What follows belongs to an exercise in optimizing a design on an open flow for small area; a production flow would make more cautious choices. The RTL was checked by simulation tests, not by an equivalence proof against the original design. Power figures rest on the tool's default switching activity, not on a simulated workload.

--- flow/design.v ---
module hacodec (
    input  wire       clk,
    input  wire       rst,
    input  wire       in_valid,
    output wire       in_ready,
    input  wire [7:0] in_data,
    input  wire       in_last,
    output wire       out_valid,
    input  wire       out_ready,
    output reg  [7:0] out_data,
    output wire       out_last
);
    function [7:0] bcd_dec;
        input [7:0] b;
        bcd_dec = b[7:4] * 8'd10 + {4'd0, b[3:0]};
    endfunction
    function bcd_ok;
        input [7:0] b;
        bcd_ok = (b[7:4] <= 4'd9) && (b[3:0] <= 4'd9);
    endfunction
    function [7:0] bcd_enc;            
        input [6:0] v;
        reg [6:0] t, u;
        begin
            t       = v / 7'd10;
            u       = v % 7'd10;
            bcd_enc = {t[3:0], u[3:0]};
        end
    endfunction
    reg  [7:0] r [0:19];
    reg  [3:0] pk;                     
    reg        pb;                     
    reg        fb;                     
    wire       inB = pb ^ fb;          
    wire [7:0] cur = r[19];
    wire [7:0] nxt = r[18];
    wire [7:0] nn  = r[17];
    wire [7:0] prv = r[0];
    reg  [3:0] flen;
    reg        fbin;                   
    reg        fbad12, fbad36;         
    reg        fatal;
    reg  [2:0] err;
    reg        tx;                     
    reg  [3:0] i;                      
    reg  [5:0] op;                     
    reg  [7:0] rem;                    
    reg        ovf;                    
    reg        e_op;                   
    reg        e_ill;                  
    reg        bb12, bb36;             
    reg  [3:0] j;                      
    localparam [5:0] C_BCDDEC = 6'o00, C_BCDENC = 6'o01, C_ADRENC = 6'o10,
                     C_ADRDEC = 6'o11, C_CMDENC = 6'o20, C_CMDDEC = 6'o21,
                     C_FBUILD = 6'o30, C_FLOAD  = 6'o31, C_FPARSE = 6'o32,
                     C_FREAD  = 6'o33, C_FCLR   = 6'o34, C_TSENC  = 6'o40,
                     C_TSDEC  = 6'o41, C_V16ENC = 6'o42, C_V16DEC = 6'o43,
                     C_TSPUT  = 6'o44, C_TSGET  = 6'o45, C_V16PUT = 6'o46,
                     C_V16GET = 6'o47, C_STATUS = 6'o70, C_BAD    = 6'o77;
    reg  [5:0] in_code;
    reg  [7:0] in_rem;
    always @(*) begin
        in_code = {in_data[6:4], in_data[2:0]};
        in_rem  = 8'd0;
        case (in_data)
            8'h32, 8'h33, 8'h34, 8'h45, 8'h47, 8'hF0: in_rem = 8'd0;
            8'h00, 8'h01, 8'h11, 8'h21, 8'h31:        in_rem = 8'd1;
            8'h10, 8'h42, 8'h43, 8'h30:               in_rem = 8'd2;
            8'h20, 8'h46:                             in_rem = 8'd3;
            8'h40, 8'h41:                             in_rem = 8'd6;
            8'h44:                                    in_rem = 8'd7;
            default:                                  in_code = C_BAD;
        endcase
    end
    wire is_fload  = (op == C_FLOAD);
    wire is_fbuild = (op == C_FBUILD);
    wire       skip  = (is_fload && i >= 4'd2) || (is_fbuild && i >= 4'd3);
    wire [3:0] s     = i - 4'd1 - {3'd0, skip};
    wire       lenb  = (is_fload && i == 4'd1) || (is_fbuild && i == 4'd2);
    wire       store = (i != 4'd0) && !lenb && (s <= 4'd9);
    assign in_ready = !tx && (!store || (inB && pk == s));
    wire   acc      = in_valid && in_ready;
    wire in_ok   = bcd_ok(in_data);
    wire in_gt99 = in_data > 8'd99;
    wire pair_big = {prv, in_data} > 16'd9999;
    reg  chk_op, chk_ill;
    always @(*) begin
        chk_op  = 1'b0;
        chk_ill = 1'b0;
        case (op)
            C_BCDDEC: chk_op = (i == 4'd1) && !in_ok;
            C_BCDENC: chk_op = (i == 4'd1) && in_gt99;
            C_ADRENC: chk_op = (i == 4'd1 || i == 4'd2) && (in_data > 8'd15);
            C_CMDENC: begin
                chk_ill = (i == 4'd1 || i == 4'd2) && (in_data > 8'd1);
                chk_op  = (i == 4'd3) && (in_data > 8'd63);
            end
            C_FBUILD: chk_op = (i == 4'd2) && (in_data > 8'd9);
            C_FLOAD:  chk_op = (i == 4'd1) && (in_data == 8'd0 || in_data > 8'd10);
            C_TSENC:  chk_op = ((i == 4'd2) && pair_big) || (i >= 4'd3 && i <= 4'd6 && in_gt99);
            C_TSDEC:  chk_op = (i >= 4'd1 && i <= 4'd6) && !in_ok;
            C_V16ENC: chk_op = (i == 4'd2) && pair_big;
            C_V16DEC: chk_op = (i == 4'd1 || i == 4'd2) && !in_ok;
            C_TSPUT:  chk_op = ((i == 4'd3) && pair_big) || (i >= 4'd4 && i <= 4'd7 && in_gt99);
            C_V16PUT: chk_op = (i == 4'd3) && pair_big;
            default: ;
        endcase
    end
    wire isF0  = (op == C_STATUS);
    wire known = (op != C_BAD);
    wire lenok = (rem == 8'd0) && !ovf;
    reg  [2:0] opst;
    always @(*) begin
        opst = 3'd0;
        case (op)
            C_BCDDEC, C_TSDEC, C_V16DEC:                 if (e_op) opst = 3'd3;
            C_BCDENC, C_TSENC, C_V16ENC, C_TSPUT, C_V16PUT: if (e_op) opst = 3'd5;
            C_ADRENC, C_CMDENC:                          if (e_op) opst = 3'd1;
            C_FBUILD:                                    if (e_op) opst = 3'd2;
            C_FLOAD:                                     if (e_op) opst = 3'd4;
            C_FPARSE: if (flen == 4'd0) opst = 3'd4;
            C_TSGET:  if (flen < 4'd7) opst = 3'd4;
                      else if (!fbin && (fbad12 || fbad36)) opst = 3'd3;
            C_V16GET: if (flen < 4'd3) opst = 3'd4;
                      else if (!fbin && fbad12) opst = 3'd3;
            default: ;
        endcase
    end
    wire halted = fatal && !isF0;
    wire [2:0] status = halted ? 3'd7 :
                        (!known || !lenok || e_ill) ? 3'd6 : opst;
    wire res_ok = (status == 3'd0) || (status == 3'd3);
    wire [7:0]  dc  = bcd_dec(cur);
    wire [7:0]  dn  = bcd_dec(nxt);
    wire [15:0] d16 = {8'd0, dc} * 16'd100 + {8'd0, dn};
    wire [13:0] v16 = {cur[5:0], nxt};
    wire [6:0]  q100 = v16 / 14'd100;
    wire [6:0]  r100 = v16 % 14'd100;
    localparam [3:0] X_ID = 4'd0, X_DEC = 4'd1, X_ENC = 4'd2, X_E16H = 4'd3,
                     X_E16L = 4'd4, X_D16H = 4'd5, X_D16L = 4'd6, X_NIBH = 4'd7,
                     X_NIBL = 4'd8, X_B7 = 4'd9, X_B6 = 4'd10, X_L6 = 4'd11,
                     X_ADR = 4'd12, X_CMD = 4'd13, X_CONST = 4'd14;
    reg  [3:0] nres;                   
    reg  [3:0] tk;                     
    reg        tf;                     
    reg  [3:0] xf;
    reg  [7:0] cv;                     
    reg  [3:0] fk;                     
    reg  [6:0] ein;
    always @(*) begin
        nres = 4'd1;
        tk   = 4'd0;
        tf   = 1'b0;
        xf   = X_ID;
        cv   = 8'd0;
        fk   = j - 4'd2;
        case (op)
            C_BCDDEC: begin nres = 4'd2; xf = X_DEC; end
            C_BCDENC: begin nres = 4'd2; xf = X_ENC; end
            C_ADRENC: begin nres = 4'd2; xf = X_ADR; end
            C_ADRDEC: begin nres = 4'd3; xf = (j == 4'd1) ? X_NIBH : X_NIBL; end
            C_CMDENC: begin nres = 4'd2; xf = X_CMD; end
            C_CMDDEC: begin nres = 4'd4; xf = (j == 4'd1) ? X_B7 : (j == 4'd2) ? X_B6 : X_L6; end
            C_FPARSE, C_FREAD: begin
                nres = flen + 4'd2;
                tf   = 1'b1;
                if (op == C_FPARSE && j == 4'd1) fk = 4'd0;
                tk   = fk;
                if (fbin) begin
                    if (fk == 4'd1) xf = X_E16H;
                    else if (fk == 4'd2) begin xf = X_E16L; tk = 4'd1; end
                    else if (fk >= 4'd3 && fk <= 4'd6) xf = X_ENC;
                end
                if (op == C_FREAD && j == 4'd1) begin xf = X_CONST; cv = {4'd0, flen}; end
                if (op == C_FPARSE && j == 4'd2) begin xf = X_CONST; cv = {4'd0, flen - 4'd1}; end
            end
            C_TSENC, C_V16ENC: begin
                nres = (op == C_TSENC) ? 4'd7 : 4'd3;
                xf   = (j == 4'd1) ? X_E16H : (j == 4'd2) ? X_E16L : X_ENC;
                tk   = (j <= 4'd2) ? 4'd0 : j - 4'd1;
            end
            C_TSDEC, C_V16DEC: begin
                nres = (op == C_TSDEC) ? 4'd7 : 4'd3;
                xf   = (j == 4'd1) ? X_D16H : (j == 4'd2) ? X_D16L : X_DEC;
                tk   = (j <= 4'd2) ? 4'd0 : j - 4'd1;
            end
            C_TSGET, C_V16GET: begin
                nres = (op == C_TSGET) ? 4'd7 : 4'd3;
                tf   = 1'b1;
                if (fbin) begin
                    xf = X_ID;
                    tk = j;
                end else begin
                    xf = (j == 4'd1) ? X_D16H : (j == 4'd2) ? X_D16L : X_DEC;
                    tk = (j <= 4'd2) ? 4'd1 : j;
                end
            end
            C_STATUS: begin
                nres = 4'd3;
                xf   = X_CONST;
                cv   = (j == 4'd1) ? {fatal, 4'd0, err} : 8'h0A;
            end
            default: ;
        endcase
        if (j == 4'd0) begin
            xf = X_CONST;
            cv = {5'd0, status};
        end
        ein = (xf == X_E16H) ? q100 : (xf == X_E16L) ? r100 : cur[6:0];
    end
    wire [7:0] eo = bcd_enc(ein);
    always @(*) begin
        case (xf)
            X_DEC:   out_data = dc;
            X_ENC, X_E16H, X_E16L: out_data = eo;
            X_D16H:  out_data = d16[15:8];
            X_D16L:  out_data = d16[7:0];
            X_NIBH:  out_data = {4'd0, cur[7:4]};
            X_NIBL:  out_data = {4'd0, cur[3:0]};
            X_B7:    out_data = {7'd0, cur[7]};
            X_B6:    out_data = {7'd0, cur[6]};
            X_L6:    out_data = {2'd0, cur[5:0]};
            X_ADR:   out_data = {cur[3:0], nxt[3:0]};
            X_CMD:   out_data = {cur[0], nxt[0], nn[5:0]};
            X_CONST: out_data = cv;
            default: out_data = cur;
        endcase
    end
    wire [3:0] n = res_ok ? nres : 4'd1;
    assign out_last  = (j == n - 4'd1);
    assign out_valid = tx && ((xf == X_CONST) || ((inB != tf) && pk == tk));
    wire   sent      = out_valid && out_ready;
    wire wr = acc && store;
    integer q;
    always @(posedge clk) begin
        r[0] <= wr ? in_data : r[19];
        for (q = 1; q < 20; q = q + 1) r[q] <= r[q - 1];
    end
    always @(posedge clk) begin
        if (rst) begin
            pk     <= 4'd0;
            pb     <= 1'b0;
            fb     <= 1'b0;
            flen   <= 4'd0;
            fatal  <= 1'b0;
            err    <= 3'd0;
            tx     <= 1'b0;
            i      <= 4'd0;
        end else begin
            if (pk == 4'd9) begin
                pk <= 4'd0;
                pb <= ~pb;
            end else begin
                pk <= pk + 4'd1;
            end
            if (!tx) begin
                if (acc) begin
                    if (i != 4'd15) i <= i + 4'd1;
                    if (i == 4'd0) begin
                        op    <= in_code;
                        rem   <= in_rem;
                        ovf   <= 1'b0;
                        e_op  <= 1'b0;
                        e_ill <= 1'b0;
                        bb12  <= 1'b0;
                        bb36  <= 1'b0;
                    end else begin
                        if (lenb) rem <= in_data;
                        else if (rem == 8'd0) ovf <= 1'b1;
                        else rem <= rem - 8'd1;
                        if (chk_op)  e_op  <= 1'b1;
                        if (chk_ill) e_ill <= 1'b1;
                        if (store && !in_ok && (s == 4'd1 || s == 4'd2)) bb12 <= 1'b1;
                        if (store && !in_ok && s >= 4'd3 && s <= 4'd6) bb36 <= 1'b1;
                    end
                    if (in_last) begin
                        tx <= 1'b1;
                        j  <= 4'd0;
                    end
                end
            end else if (sent) begin
                if (out_last) begin
                    tx <= 1'b0;
                    i  <= 4'd0;
                    if (!isF0 && !halted) begin
                        err <= status;
                        if (status == 3'd1) fatal <= 1'b1;
                    end
                    if (status == 3'd0) begin
                        case (op)
                            C_FBUILD, C_FLOAD, C_TSPUT, C_V16PUT: begin
                                fb     <= ~fb;
                                fbad12 <= bb12;
                                fbad36 <= bb36;
                                fbin   <= (op == C_TSPUT) || (op == C_V16PUT);
                                flen   <= (op == C_TSPUT) ? 4'd7 :
                                          (op == C_V16PUT) ? 4'd3 : i - 4'd2;
                            end
                            C_FCLR: flen <= 4'd0;
                            default: ;
                        endcase
                    end
                end else begin
                    j <= j + 4'd1;
                end
            end
        end
    end
endmodule
--- flow/run.sh ---
#!/bin/bash
# synth_recipe.tcl (not shown) runs the flow's synth.tcl, then flattens the netlist and writes it again
# the make line also repeats each setting of config.mk as NAME=value (left out here)
make -C /OpenROAD-flow-scripts/flow DESIGN_CONFIG=/design/flow/config.mk WORK_HOME=/design/flow/orfs CLKGATE_MAP_FILE= SYNTH_SCRIPT=/design/flow/synth_recipe.tcl finish
--- flow/config.mk ---
export PLATFORM = sky130hd
export DESIGN_NAME = hacodec
export DESIGN_NICKNAME = hacodec
export VERILOG_FILES = /design/flow/design.v
export SDC_FILE = /design/flow/constraint.sdc
export NUM_CORES = 4
export LEC_CHECK = 0
export ABC_AREA = 1
export CAP_MARGIN = 20
export CORE_MARGIN = 2
export CORE_UTILIZATION = 40
export CTS_BUF_LIST = sky130_fd_sc_hd__clkbuf_4
export SLEW_MARGIN = 20
--- flow/constraint.sdc ---
create_clock -name core_clock -period 12.0 [get_ports {clk}]
set_input_delay 2.4000 -clock core_clock [delete_from_list [all_inputs] [get_ports {clk}]]
set_output_delay 2.4000 -clock core_clock [all_outputs]
set_load 0.01 [all_outputs]
==> out/results.ini, run 1 <==
[timing]
min_period_ps=10160
fin_tns_setup_ps=0
final.setup.worst_slack_ps=1838
max_slew_margin_pct=40.98
max_freq_ghz=0.09841
hold_violations=0
post-route-period-util_pct=84.68
rsz0062_at_grt=no
finalSetupViolCount=0
final_max_slew_viol_count=0
tightest_slew_ps=879.0
fin_worst_skew_ps=32.75

[power]
p_sw_w=0.0006422
p_per_area_mw_per_mm2=155.8
pwr-share-seq_pct=41.8
pwr-share-comb_pct=27.1
finalPower_w=0.001918
p_clk_share_pct=31.1
p_sw_share_pct=33.49
p_int_w=0.001275
ir_worst_vdd_mv=0.1055
leakage_nw=5.705

[critical_path]
critPathLaunch=op[5]
start_kind=flop
worstPathArrival_ps=7760
endpoint_kind=output pin
cpPeakStageDelay_ps=600
rr_startpoint=op[5]
slowest_stage=nor2_1
required_ps=9600
worstSetupPathType=reg2out
worst-path-max-fanout=11

[layout]
layout_common_cells=251 x nand2_1, 206 x inv_1, 179 x dfxtp_1
drive_gt1_share_pct=11.13
final_util_pct=45.68
final_nets=1540
design_area_mm2=0.01231
final_common_cell=nand2_1
syn2layout_area_growth_pct=12.07

[clock_tree]
cts_max_level=2
tritoncts=built
clkSlewWorstSetupHoldPaths_ps=60
clockRootBuffer=clkbuf_4
clock_latency_ps=630
cts_resized=0
clock_path_buffers=3
cts_buffers=52
postCtsSetupRepairBufs=0
ctsHoldBuffers=0
cts_sinks=205

[min_path]
hp-class=reg2reg
hp-start=r[8][1]

[place]
numPortBuffers=23
dp_hpwl_um=20530
post-place-ws_ps=2667
placed_cell_area_mm2=0.01161
place_congestion=0.9360

[route]
num_vias=9262
postRouteAntennaNets=0
dr.pass1.iters=5
drt-total-wl_um=26160
drt_iter0_drc=623
drc_errors=0
wl_per_cell_um=14.33
vias_per_cell=5.075

[synthesis]
avgSynthCellArea_um2=8.006
syn_area_mm2=0.01098
synth_top_flop_cell=dfxtp_1
ys_types=61
async_flop_share_pct=0
ys_seq_area_share_pct=39.73
synth_nets=1470
synth_edf_count=26
ys_warn_count=2
synth-seq-cells=205
synth_cells=1372

[global_route]
grt_pass1_wl_um=43590
grt_pass1_vias=8934
grt_max_degree=17
grt.overflow.total=0
grt.total_usage_pct=18.64
antenna_found_initial=1

[floorplanning]
coreArea_mm2=0.02695
die_x_um=169.7
dieArea_mm2=0.02880
die_h_um=169.7
ios=24
rows=60
start_util_pct=40.76

[outcome]
status=complete, no violations

[flow_run]
maxCapViolCount=0

==> per-layer routing <==
layer  GRT usage, %  share of wire [%]
met1          24.32                 46
met5              0                  0
met2          30.33                 46
met3          3.895                6.0
met4          7.135                2.4
==> registers in the layout (all words and copies together), names as in the netlist <==
signal	flops
op	6
j	4
fbin	1
r	160
pb	1
bb36	1
fb	1
fatal	1
bb12	1
fbad12	1
rem	8
err	3
e_ill	1
ovf	1
flen	4
i	4
e_op	1
pk	4
tx	1
fbad36	1
==> final cells by class <==
cell class,instances,area (um^2)
Antenna cell,2,5.005
Clock inverter,20,137.6
Fill cell,2658,14640
Clock buffer,74,555.5
Tap cell,341,426.7
Sequential cell,205,4364
Inverter,224,840.8
Multi-Input combinational cell,936,5751
Timing Repair Buffer,23,230.2
==> synthesized netlist by cell type, types with 13 or more instances <==
master,instances,area [um^2]
nand2_1,251,942.2
inv_1,206,773.2
dfxtp_1,179,3583
nor2_1,124,465.5
ha_1,77,963.4
nand3_1,70,350.3
o21ai_0,70,350.3
a21oi_1,54,270.3
xor2_1,30,262.8
edfxtp_1,26,780.8
nand2_2,23,143.9
nor3_1,22,110.1
nand4_1,18,112.6
xnor2_1,18,157.7
nand3_2,14,140.1
inv_2,13,48.80
==> stage by stage <==
stage               std cells  hold slack [ps]
finish                   1825            310.0
global route             1825            320.7
CTS                      1823            312.6
detailed placement       1729            312.1
global placement         1729            309.6
floorplan                1372            309.6
==> path summary, 6_finish.rpt <==
| check | to | slack (ps) | depth (start not counted) |
|---|---|---|---|
| max | out_data[4] | 1840 | 40 |
| min reg2reg | r[9][1] | 310 | 0 |
| min | r[9][1] | 310 | 0 |
| max reg2reg | i[3] | 7140 | 19 |
==> logic make-up (layout without fill, tap and decap cells) <==
family | after synthesis | after routing | share of synthesized area [%]
xor+xnor | 48 | 48 | 3.827
buf+inv | 231 | 341 | 7.917
other cells | 0 | 2 | 0
compound gates | 230 | 230 | 13.12
fa+ha+maj | 85 | 85 | 10.23
flops | 205 | 205 | 39.73
simple gates | 573 | 573 | 25.17
==> worst max-delay path: cells and delay by family, from the launching register on <==
kind,cells,cell delay (ps)
AOI/OAI and AO/OA,2,520
adders and majority gates,1,180
buffers and inverters,10,1590
DFF,1,430
and+or+nand+nor,27,4380
==> power groups by stage <==
| stage | clock [W] | combinational, W | sequential (W) |
|---|---|---|---|
| 2_1_floorplan | 0 | 0.000405 | 0.000800 |
| 3_3_place_gp | 0 | 0.000511 | 0.000817 |
| 3_5_place_dp | 0 | 0.000513 | 0.000818 |
| 4_1_cts | 0.000622 | 0.000518 | 0.000803 |
| 5_1_grt | 0.000662 | 0.000586 | 0.000810 |
| 6_report | 0.000596 | 0.000519 | 0.000802 |
==> inputs of run 2 (changes only) <==
==> flow/config.mk (replaced) <==
export PLATFORM = sky130hd
export DESIGN_NAME = hacodec
export DESIGN_NICKNAME = hacodec
export VERILOG_FILES = /design/flow/design.v
export SDC_FILE = /design/flow/constraint.sdc
export NUM_CORES = 4
export LEC_CHECK = 0
export CAP_MARGIN = 20
export CORE_MARGIN = 2
export CORE_UTILIZATION = 40
export SLEW_MARGIN = 20
==> out/results.ini, run 2 <==
[outcome]
status=complete, no violations

[layout]
largest_register_ffs=160
diodes=0
multi_input_area_mm2=0.006788
drive_gt1_share_pct=8.028
largestRegisters=r (160), rem (8), op (6)
final_nets=1390
top_register=r
regArea_mm2=0.004364
layout_common_cells=179 x dfxtp_1, 116 x nor2_1, 110 x nand2_1
fill_cells=2765
final_common_cell=dfxtp_1
syn2layout_area_growth_pct=10.67
design_area_mm2=0.01285
final_util_pct=44.89

[synthesis]
synth_nets=1403
synth_edf_count=26
ys_types=106
avgSynthCellArea_um2=8.896
ys_seq_area_share_pct=37.59
synth_top_flop_cell=dfxtp_1
synth_area_leaders=dfxtp_1 31%, ha_1 8.3%, edfxtp_1 6.7%
ys_warn_count=2
synth_cells=1305
yosys-top-cells-count=179 x dfxtp_1, 116 x nor2_1, 110 x nand2_1, 77 x ha_1, 76 x a21oi_1
synth_most_common_cell=dfxtp_1
syn_area_mm2=0.01161
yosys.area.top_type=dfxtp_1
synth.top_cell.area_share_pct=30.87
synth-seq-cells=205
async_flop_share_pct=0

[power]
p_per_area_mw_per_mm2=179.1
leakage_nw=5.051
ir_worst_vdd_mv=0.08731

[route]
wl_per_cell_um=16.69
drc_errors=0
dr.pass1.iters=7
drt_iter0_drc=744
postRouteAntennaNets=0
vias_per_cell=5.644
num_vias=9550
drt-total-wl_um=28240

[place]
placed_cell_area_mm2=0.01209
numPortBuffers=23
place_congestion=0.9373
dp_hpwl_um=20670

[global_route]
grt_pass1_vias=8841
grt.overflow.total=0
grt.total_usage_pct=18.01
grt_max_degree=32
grt_pass1_wl_um=45570
antenna_found_initial=0

[floorplanning]
ios=24
die_x_um=174.4
rows=62
dieArea_mm2=0.03040
die_h_um=174.4
coreArea_mm2=0.02863
start_util_pct=40.56

[timing]
max_slew_margin_pct=38.14
fin_worst_skew_ps=20.34
finalSetupViolCount=0
fin_tns_setup_ps=0
tightest_slew_ps=923.6
max_freq_ghz=0.08909
hold_slack_ps=310.0
final_max_slew_viol_count=0
hold_violations=0
rsz0062_at_grt=no
post-route-period-util_pct=93.54
min_period_ps=11220

[critical_path]
required_ps=9600
endpoint_kind=output pin
rr_startpoint=rem[0]
start_kind=flop
cp.buffers_inverters=2
worst-path-max-fanout=27
slowest_stage=dfxtp_1
cpPeakStageDelay_ps=910
cp_top_family=compound AO/OA/AOI/OAI gates
critical_path.most_common_cell=a21oi_1
critPathLaunch=r[19][1]
worstSetupPathType=reg2out
worstPathArrival_ps=8820

[clock_tree]
tritoncts=built
clock_path_buffers=3
cts_sinks=205
cts_resized=0
clock_latency_ps=510
ctsHoldBuffers=0
postCtsSetupRepairBufs=0
cts_buffers=22
clockRootBuffer=clkbuf_16
clkSlewWorstSetupHoldPaths_ps=70
cts_max_level=1

[flow_run]
maxCapViolCount=0

[min_path]
hp-class=reg2reg
hp-start=r[2][6]

[run 2: cell count changes after synthesis, sizes merged, moves of 19 or more]
cell / previous run / this run
a21oi: 55 / 76
buf: 2 / 21
clkbuf: 5 / 46
inv: 219 / 45
nand2: 286 / 111
nand2b: 0 / 29
nand3: 87 / 41
xnor2: 18 / 50
[run 2: cell families (layout without fill, tap and decap cells)]
group / after synthesis / in the layout / synth area share (%)
DFF: 205 / 205 / 37.59
buffers and inverters: 113 / 116 / 3.998
adders and majority gates: 88 / 88 / 9.947
muxes: 26 / 26 / 2.436
AOI/OAI and AO/OA: 357 / 357 / 21.65
and+or+nand+nor: 446 / 446 / 19.10
xor gates and xnor gates: 70 / 70 / 5.281
[run 2: area by class of cell]
cell class | instances | area share, %
clock buffer | 25 | 4.694
clock inverter | 15 | 1.227
inverter | 46 | 1.344
multi-input combinational | 987 | 52.83
sequential | 205 | 33.97
tap | 384 | 3.739
timing repair buffer | 30 | 2.201
[run 2: report_power, final]
group | switching (W) | internal, W
combinational | 0.000493 | 0.000333
clock | 0.000285 | 0.000410
sequential | 0.0000356 | 0.000744
[run 2: worst reg2reg max path, cell delays in order (launching register included)]
cell      delay [ps]
edfxtp_1         420
inv_1             80
ha_1             190
nand2_1           90
or3_1            360
nor3_1           280
nor4b_1          700
a21boi_0         290
nand2b_1         140
nor3_1           460
a31o_2           210
and3_1           260
ha_1             200
xnor2_1          140
xnor2_1          100
nor4_1           530
and2_0           480
o211ai_1         270
nor2_1           290
[run 2: final timing paths]
path                                    end  slack (ps)  cells past startpoint
worst min register to register      r[3][6]         310                      0
worst min-delay path                r[3][6]         310                      0
worst max register to register       fbad12        6230                     18
worst max-delay path            out_data[2]         780                     27
[run 2: routing by layer]
metal / vias up / wire [um] / track usage, %
met3: 49 / 1544 / 2.472
met5: - / 0 / 0
met2: 298 / 12800 / 29.08
met4: 0 / 660 / 5.287
li1: 4731 / - / -
met1: 4472 / 13240 / 25.05
[run 2: through the flow]
step	setup slack (ps)	total power [W]	std cells
floorplan	3097	0.001444	1305
global placement	1609	0.001603	1652
detailed placement	1446	0.001607	1652
CTS	883.5	0.002316	1692
global route	103.5	0.002446	1692
finish	775.3	0.002301	1692

==> afterwards: timing with drivers on the ports <==
In the flow no input, the clock included, has a driving cell. The finished layouts below were timed again as built, in two steps. Step 1, drivers: a clkbuf_16 drives clk and a buf_2 each remaining input, both assumed. Step 2 moves the port delays by t, midway between the first and last clock arrival at a register: inputs arrive t later, outputs are due t later. That takes back most of the time a late clock gives input paths. Slacks: ideal ports / drivers / drivers and shift; pairs: ideal ports / drivers.
| run | t (ns) | setup slack, ns | latest minus earliest clock arrival (ns) | worst data-port slew with drivers (ns) | pins driven straight from the clock port |
|---|---|---|---|---|---|
| run 1 | 0.652 | 1.838 / 1.801 / 2.453 | 0.032 / 0.032 | 0.04 | 1 |
| run 2 | 0.546 | 0.775 / 0.732 / 1.278 | 0.025 / 0.024 | 0.03 | 1 |
After both steps every run listed still meets setup and hold.
